This design comes from an exercise in tuning for small area on the open sky130 flow, not from production work.
The RTL was checked by simulation tests, not by an equivalence proof against the original design.
Power and IR drop assume default switching activity.

Setup of zinc:
Design modbus_led, start of the top module:
module modbus_led (
    input  wire        clk,
    input  wire        rst,
    input  wire        rx_valid,
    input  wire [7:0]  rx_data,
    output wire        rx_ready,
    output wire        tx_valid,
    output wire [7:0]  tx_data,
    input  wire        tx_ready,
    output wire        log_valid,
    output wire [15:0] log_min,
    output wire [15:0] log_sec,
    input  wire        scan_tick,
    output wire        panel_oe,
    output wire [1:0]  panel_addr,
    output wire        panel_data,
    output wire        panel_clk,
    output wire        panel_lat
);
Size: roughly 1,300 cells after synthesis, ~620 flip-flops, roughly 62 I/O pins, ~17,000 um^2 of cells after synthesis.
==> flow/config.mk <==
export PLATFORM = sky130hd
export DESIGN_NAME = modbus_led
export DESIGN_NICKNAME = modbus_led
export VERILOG_FILES = /design/flow/design.v
export SDC_FILE = /design/flow/constraint.sdc
export NUM_CORES = 4
export LEC_CHECK = 0
export ABC_AREA = 1
export CAP_MARGIN = 20
export CORE_MARGIN = 2
export CORE_UTILIZATION = 60
export GPL_TIMING_DRIVEN = 0
export PLACE_DENSITY = 0.7
export SLEW_MARGIN = 20
==> flow/constraint.sdc <==
create_clock -name core_clock -period 10.0 [get_ports {clk}]
set_input_delay 2.0000 -clock core_clock [delete_from_list [all_inputs] [get_ports {clk}]]
set_output_delay 2.0000 -clock core_clock [all_outputs]
set_load 0.01 [all_outputs]
standard.sh (not shown) runs the stock make flow with config.mk's settings and CLKGATE_MAP_FILE= SYNTH_SCRIPT=/design/flow/synth_recipe.tcl, a recipe that flattens the netlist after the stock synthesis.
==> flow/flow/run.sh <==
#!/bin/bash
# Own layout flow: the standard ORFS flow (standard.sh) with these changes
# to how the layout is made:
#  - synthesis leaves adders to ABC instead of mapping them to adder cells,
#    maps logic with an area-only ABC script (flow/abc_area.script), and
#    inserts no extra buffers on nets that also drive output ports,
#  - the port buffers use the smallest buffer cell,
#  - clock tree synthesis clusters up to 20 sinks per clkbuf_8 and adds no
#    dummy loads.
# Every tool's full output is in ORFS's logs under orfs/logs/; this script's
# output (make and the DEF export) is in run_standard.log.
set -euo pipefail
W=$PWD
rm -rf "$W/scripts_own"
cp -r "$FLOW_HOME/scripts" "$W/scripts_own"
cp "$W/flow/abc_area.script" "$W/scripts_own/abc_area.script"
export SCRIPTS_DIR="$W/scripts_own"
export ADDER_MAP_FILE=
export SYNTH_INSBUF=0
export BUFFER_PORTS_ARGS="-buffer_cell sky130_fd_sc_hd__buf_1"
export CTS_ARGS="-sink_clustering_enable -repair_clock_nets -sink_clustering_size 20 -sink_clustering_max_diameter 60 -buf_list sky130_fd_sc_hd__clkbuf_8 -dont_use_dummy_load"
bash "$W/standard.sh" > "$W/run_standard.log" 2>&1
==> flow/flow/abc_area.script <==
strash
balance
rewrite
refactor
balance
rewrite
rewrite -z
balance
refactor -z
rewrite -z
balance
&get -n
&st
&dch -f
&nf -a -R 1000
&st
&dch -f
&nf -a -R 1000
&put
topo
zinc completed; timing, DRC and antenna clean
Input changes introduced in pepper (baseline for comparison: zinc):
==> flow/run.sh (new file) <==
#!/bin/bash
# synth_recipe.tcl (not shown) runs the flow's synth.tcl, then flattens the netlist and writes it again
# the make line also repeats each setting of config.mk as NAME=value (left out here)
make -C /OpenROAD-flow-scripts/flow DESIGN_CONFIG=/design/flow/config.mk WORK_HOME=/design/flow/orfs CLKGATE_MAP_FILE= SYNTH_SCRIPT=/design/flow/synth_recipe.tcl finish
--- a/flow/config.mk
+++ b/flow/config.mk
@@ -10,5 +10,7 @@
 export CORE_MARGIN = 2
-export CORE_UTILIZATION = 60
+export CORE_UTILIZATION = 40
+export CTS_BUF_LIST = sky130_fd_sc_hd__clkbuf_16
+export CTS_CLUSTER_DIAMETER = 100
+export CTS_CLUSTER_SIZE = 30
 export GPL_TIMING_DRIVEN = 0
-export PLACE_DENSITY = 0.7
 export SLEW_MARGIN = 20
removed: flow/flow/run.sh
removed: flow/flow/abc_area.script
removed: flow/standard.sh
### Flow results
- Summary of pepper over zinc: count of standard-cell rows increased by 18 relative to the old numbers; part of the power in registers decreased by 5.8 points relative to the old numbers.
- Relative to zinc, number of cells on the critical path increased by 1 in pepper.
- Comparing zinc with pepper, the required arrival time at the worst endpoint came out essentially unchanged.
- Share of the synthesized area in compound gates (AO/OA/AOI/OAI) came out lower on pepper than on zinc.
- The final reports for pepper and zinc show detailed route wirelength on metal3 higher in the former.
- Against zinc, post-DP HPWL in pepper came out worse.
- Diff pepper and zinc: time the worst path needs with I/O delays and setup lower in pepper
- Against zinc, via count in pepper came out worse.
- Re non-clock buffer count: zinc was lower than pepper.
[inputs] tundra vs pepper
--- a/flow/config.mk
+++ b/flow/config.mk
@@ -14,3 +14,3 @@
 export CTS_CLUSTER_SIZE = 30
-export GPL_TIMING_DRIVEN = 0
+export GPL_TIMING_DRIVEN = 1
 export SLEW_MARGIN = 20
==> comparison <==
Per the comparison of tundra with pepper, count of port buffers added during placement higher; setup slack rose 400 ps; maximum frequency climbed 0.0095 GHz. pepper → tundra: instance count after placement with tap cells included fell by 2.2%, count of placed standard cells in the final layout, fillers left out fell by 2.2%, design area fell by about 1.6%, worst slack after detailed placement rose by 250 ps.
The following lists how violet was set up differently from tundra:
==> flow/flow/run.sh (new file) <==
#!/bin/bash
# Own layout flow: the standard ORFS flow (standard.sh) with these changes
# to how the layout is made:
#  - synthesis leaves adders to ABC instead of mapping them to adder cells,
#    maps logic with an area-only ABC script (flow/abc_area.script), and
#    inserts no extra buffers on nets that also drive output ports,
#  - the port buffers use the smallest buffer cell,
#  - clock tree synthesis clusters up to 12 sinks per clkbuf_4 and adds no
#    dummy loads.
# Every tool's full output is in ORFS's logs under orfs/logs/; this script's
# output (make and the DEF export) is in run_standard.log.
set -euo pipefail
W=$PWD
rm -rf "$W/scripts_own"
cp -r "$FLOW_HOME/scripts" "$W/scripts_own"
cp "$W/flow/abc_area.script" "$W/scripts_own/abc_area.script"
export SCRIPTS_DIR="$W/scripts_own"
export ADDER_MAP_FILE=
export SYNTH_INSBUF=0
export BUFFER_PORTS_ARGS="-buffer_cell sky130_fd_sc_hd__buf_1"
export CTS_ARGS="-sink_clustering_enable -repair_clock_nets -sink_clustering_size 12 -sink_clustering_max_diameter 40 -buf_list sky130_fd_sc_hd__clkbuf_4 -dont_use_dummy_load"
bash "$W/standard.sh" > "$W/run_standard.log" 2>&1
==> flow/flow/abc_area.script (new file) <==
strash
balance
rewrite
refactor
balance
rewrite
rewrite -z
balance
refactor -z
rewrite -z
balance
&get -n
&st
&dch -f
&nf -a -R 1000
&st
&dch -f
&nf -a -R 1000
&put
topo
==> flow/standard.sh (new file) <==
#!/bin/bash
# synth_recipe.tcl (not shown) runs the flow's synth.tcl, then flattens the netlist and writes it again
# the make line also repeats each setting of config.mk as NAME=value (left out here)
make -C /OpenROAD-flow-scripts/flow DESIGN_CONFIG=/design/flow/config.mk WORK_HOME=/design/flow/orfs CLKGATE_MAP_FILE= SYNTH_SCRIPT=/design/flow/synth_recipe.tcl "${@:-finish}"
--- a/flow/config.mk
+++ b/flow/config.mk
@@ -10,7 +10,5 @@
 export CORE_MARGIN = 2
-export CORE_UTILIZATION = 40
-export CTS_BUF_LIST = sky130_fd_sc_hd__clkbuf_16
-export CTS_CLUSTER_DIAMETER = 100
-export CTS_CLUSTER_SIZE = 30
-export GPL_TIMING_DRIVEN = 1
+export CORE_UTILIZATION = 60
+export GPL_TIMING_DRIVEN = 0
+export PLACE_DENSITY = 0.7
 export SLEW_MARGIN = 20
removed: flow/run.sh
--- outcome ---
- Worst setup slack came out lower on violet than on tundra.
- | final area | violet vs tundra | about 12% lower |
- Changes observed in violet relative to tundra: fmax fell 0.015 GHz; worst hold slack fell 27 ps; logic gate share of total power fell 4.4 points.
- What violet reported for number of well taps has to be multiplied by 1.6 to get the figure for tundra.
- violet vs tundra, cell with the largest stage delay on the worst path: o22ai_2 vs clkdlybuf4s50_1
--- input diff violet..onyx ---
--- a/flow/config.mk
+++ b/flow/config.mk
@@ -10,5 +10,5 @@
 export CORE_MARGIN = 2
-export CORE_UTILIZATION = 60
+export CORE_UTILIZATION = 70
 export GPL_TIMING_DRIVEN = 0
-export PLACE_DENSITY = 0.7
+export PLACE_DENSITY = 0.8
 export SLEW_MARGIN = 20
## What came out
- [diff] final area, onyx relative to violet: improvement
- The core of onyx is more densely filled than that of violet.
- Diff violet -> onyx: fraction of met2 tracks used by global routing went up, total met2 wirelength after detailed routing went up about 17%, wire length increased by 7.0% relative to the old numbers, largest incremental delay on the critical path now sits higher, multi-input logic area held steady.
- Relative to violet, setup slack has gone down in onyx.

modbus_led, a different RTL version from the one above (not shown whole).
Size in the first run: ~1,400 cells after synthesis, about 620 flip-flops, ~62 I/O pins.
==> flow/config.mk <==
export PLATFORM = sky130hd
export DESIGN_NAME = modbus_led
export DESIGN_NICKNAME = modbus_led
export VERILOG_FILES = /design/flow/design.v
export SDC_FILE = /design/flow/constraint.sdc
export NUM_CORES = 4
export LEC_CHECK = 0
export ABC_AREA = 1
export CAP_MARGIN = 20
export CORE_MARGIN = 2
export CORE_UTILIZATION = 40
export CTS_BUF_LIST = sky130_fd_sc_hd__clkbuf_16
export CTS_CLUSTER_DIAMETER = 100
export CTS_CLUSTER_SIZE = 30
export GPL_TIMING_DRIVEN = 0
export SLEW_MARGIN = 20
==> flow/constraint.sdc <==
create_clock -name core_clock -period 10.0 [get_ports {clk}]
set_input_delay 2.0000 -clock core_clock [delete_from_list [all_inputs] [get_ports {clk}]]
set_output_delay 2.0000 -clock core_clock [all_outputs]
set_load 0.01 [all_outputs]
==> flow/flow/run.sh <==
#!/bin/bash
# Own layout flow: the standard ORFS flow (standard.sh), with three changes
# to how the layout is made:
#  - synthesis maps logic with an area-only ABC script (flow/abc_area.script),
#  - the port buffers use the smallest buffer cell,
#  - clock tree synthesis does not add dummy loads.
# Each tool's full output is in the ORFS logs under orfs/logs/; this script's
# own output goes to run_standard.log.
set -euo pipefail
W=$PWD
rm -rf "$W/scripts_own"
cp -r "$FLOW_HOME/scripts" "$W/scripts_own"
cp "$W/flow/abc_area.script" "$W/scripts_own/abc_area.script"
export SCRIPTS_DIR="$W/scripts_own"
export BUFFER_PORTS_ARGS="-buffer_cell sky130_fd_sc_hd__buf_1"
export CTS_ARGS="-sink_clustering_enable -repair_clock_nets -sink_clustering_size 30 -sink_clustering_max_diameter 100 -buf_list sky130_fd_sc_hd__clkbuf_16 -dont_use_dummy_load"
bash "$W/standard.sh" > "$W/run_standard.log" 2>&1
==> flow/flow/abc_area.script <==
&get -n
&st
&dch
&nf -a
&put
topo
==> next run, changes <==
==> flow/run.sh (new file) <==
#!/bin/bash
# synth_recipe.tcl (not shown) runs the flow's synth.tcl, then flattens the netlist and writes it again
# the make line also repeats each setting of config.mk as NAME=value (left out here)
make -C /OpenROAD-flow-scripts/flow DESIGN_CONFIG=/design/flow/config.mk WORK_HOME=/design/flow/orfs CLKGATE_MAP_FILE= SYNTH_SCRIPT=/design/flow/synth_recipe.tcl finish
removed: flow/flow/run.sh
removed: flow/flow/abc_area.script
removed: flow/standard.sh
=>
- The changed run passed the timing, design-rule and antenna checks
- via count went up by 6.0%
- final area went up by 5.2%
- clock skew came out lower by 0.038 ns
- global-route usage came out higher by 0.59 points
- setup slack improved by 0.018 ns

## port drivers added, routing unchanged
How much do the figures lean on ideal ports? The routed layouts below were timed once more, with nothing changed but the port constraints. Step 1: set_driving_cell puts a clkbuf_16 on clk and a buf_2 on each other input, an assumption about the parent block. Step 2 adds t to the input delays and takes it off the output delays; t is the mean of the earliest and latest rising clock arrival at the registers after step 1. Input paths then give back, and output paths get back, about the clock's delay inside the block. Three values: no drivers, after step 1, after step 2; two values: the first two.
run	t, ns	setup slack, ns	hold slack, ns
zinc	0.584	3.227 / 3.177 / 3.761	0.301 / 0.301 / 0.301
pepper	0.637	3.326 / 3.269 / 3.906	0.321 / 0.321 / 0.321
tundra	0.643	3.723 / 3.665 / 4.307	0.308 / 0.308 / 0.308
violet	0.685	3.063 / 3.020 / 3.705	0.281 / 0.281 / 0.281
onyx	0.754	2.954 / 2.908 / 3.661	0.314 / 0.314 / 0.314
the first run of note 2	0.601	3.106 / 3.056 / 3.657	0.272 / 0.272 / 0.272
the second run of note 2	0.629	3.124 / 3.072 / 3.700	0.318 / 0.318 / 0.318
After both steps setup and hold are still met in every run listed.
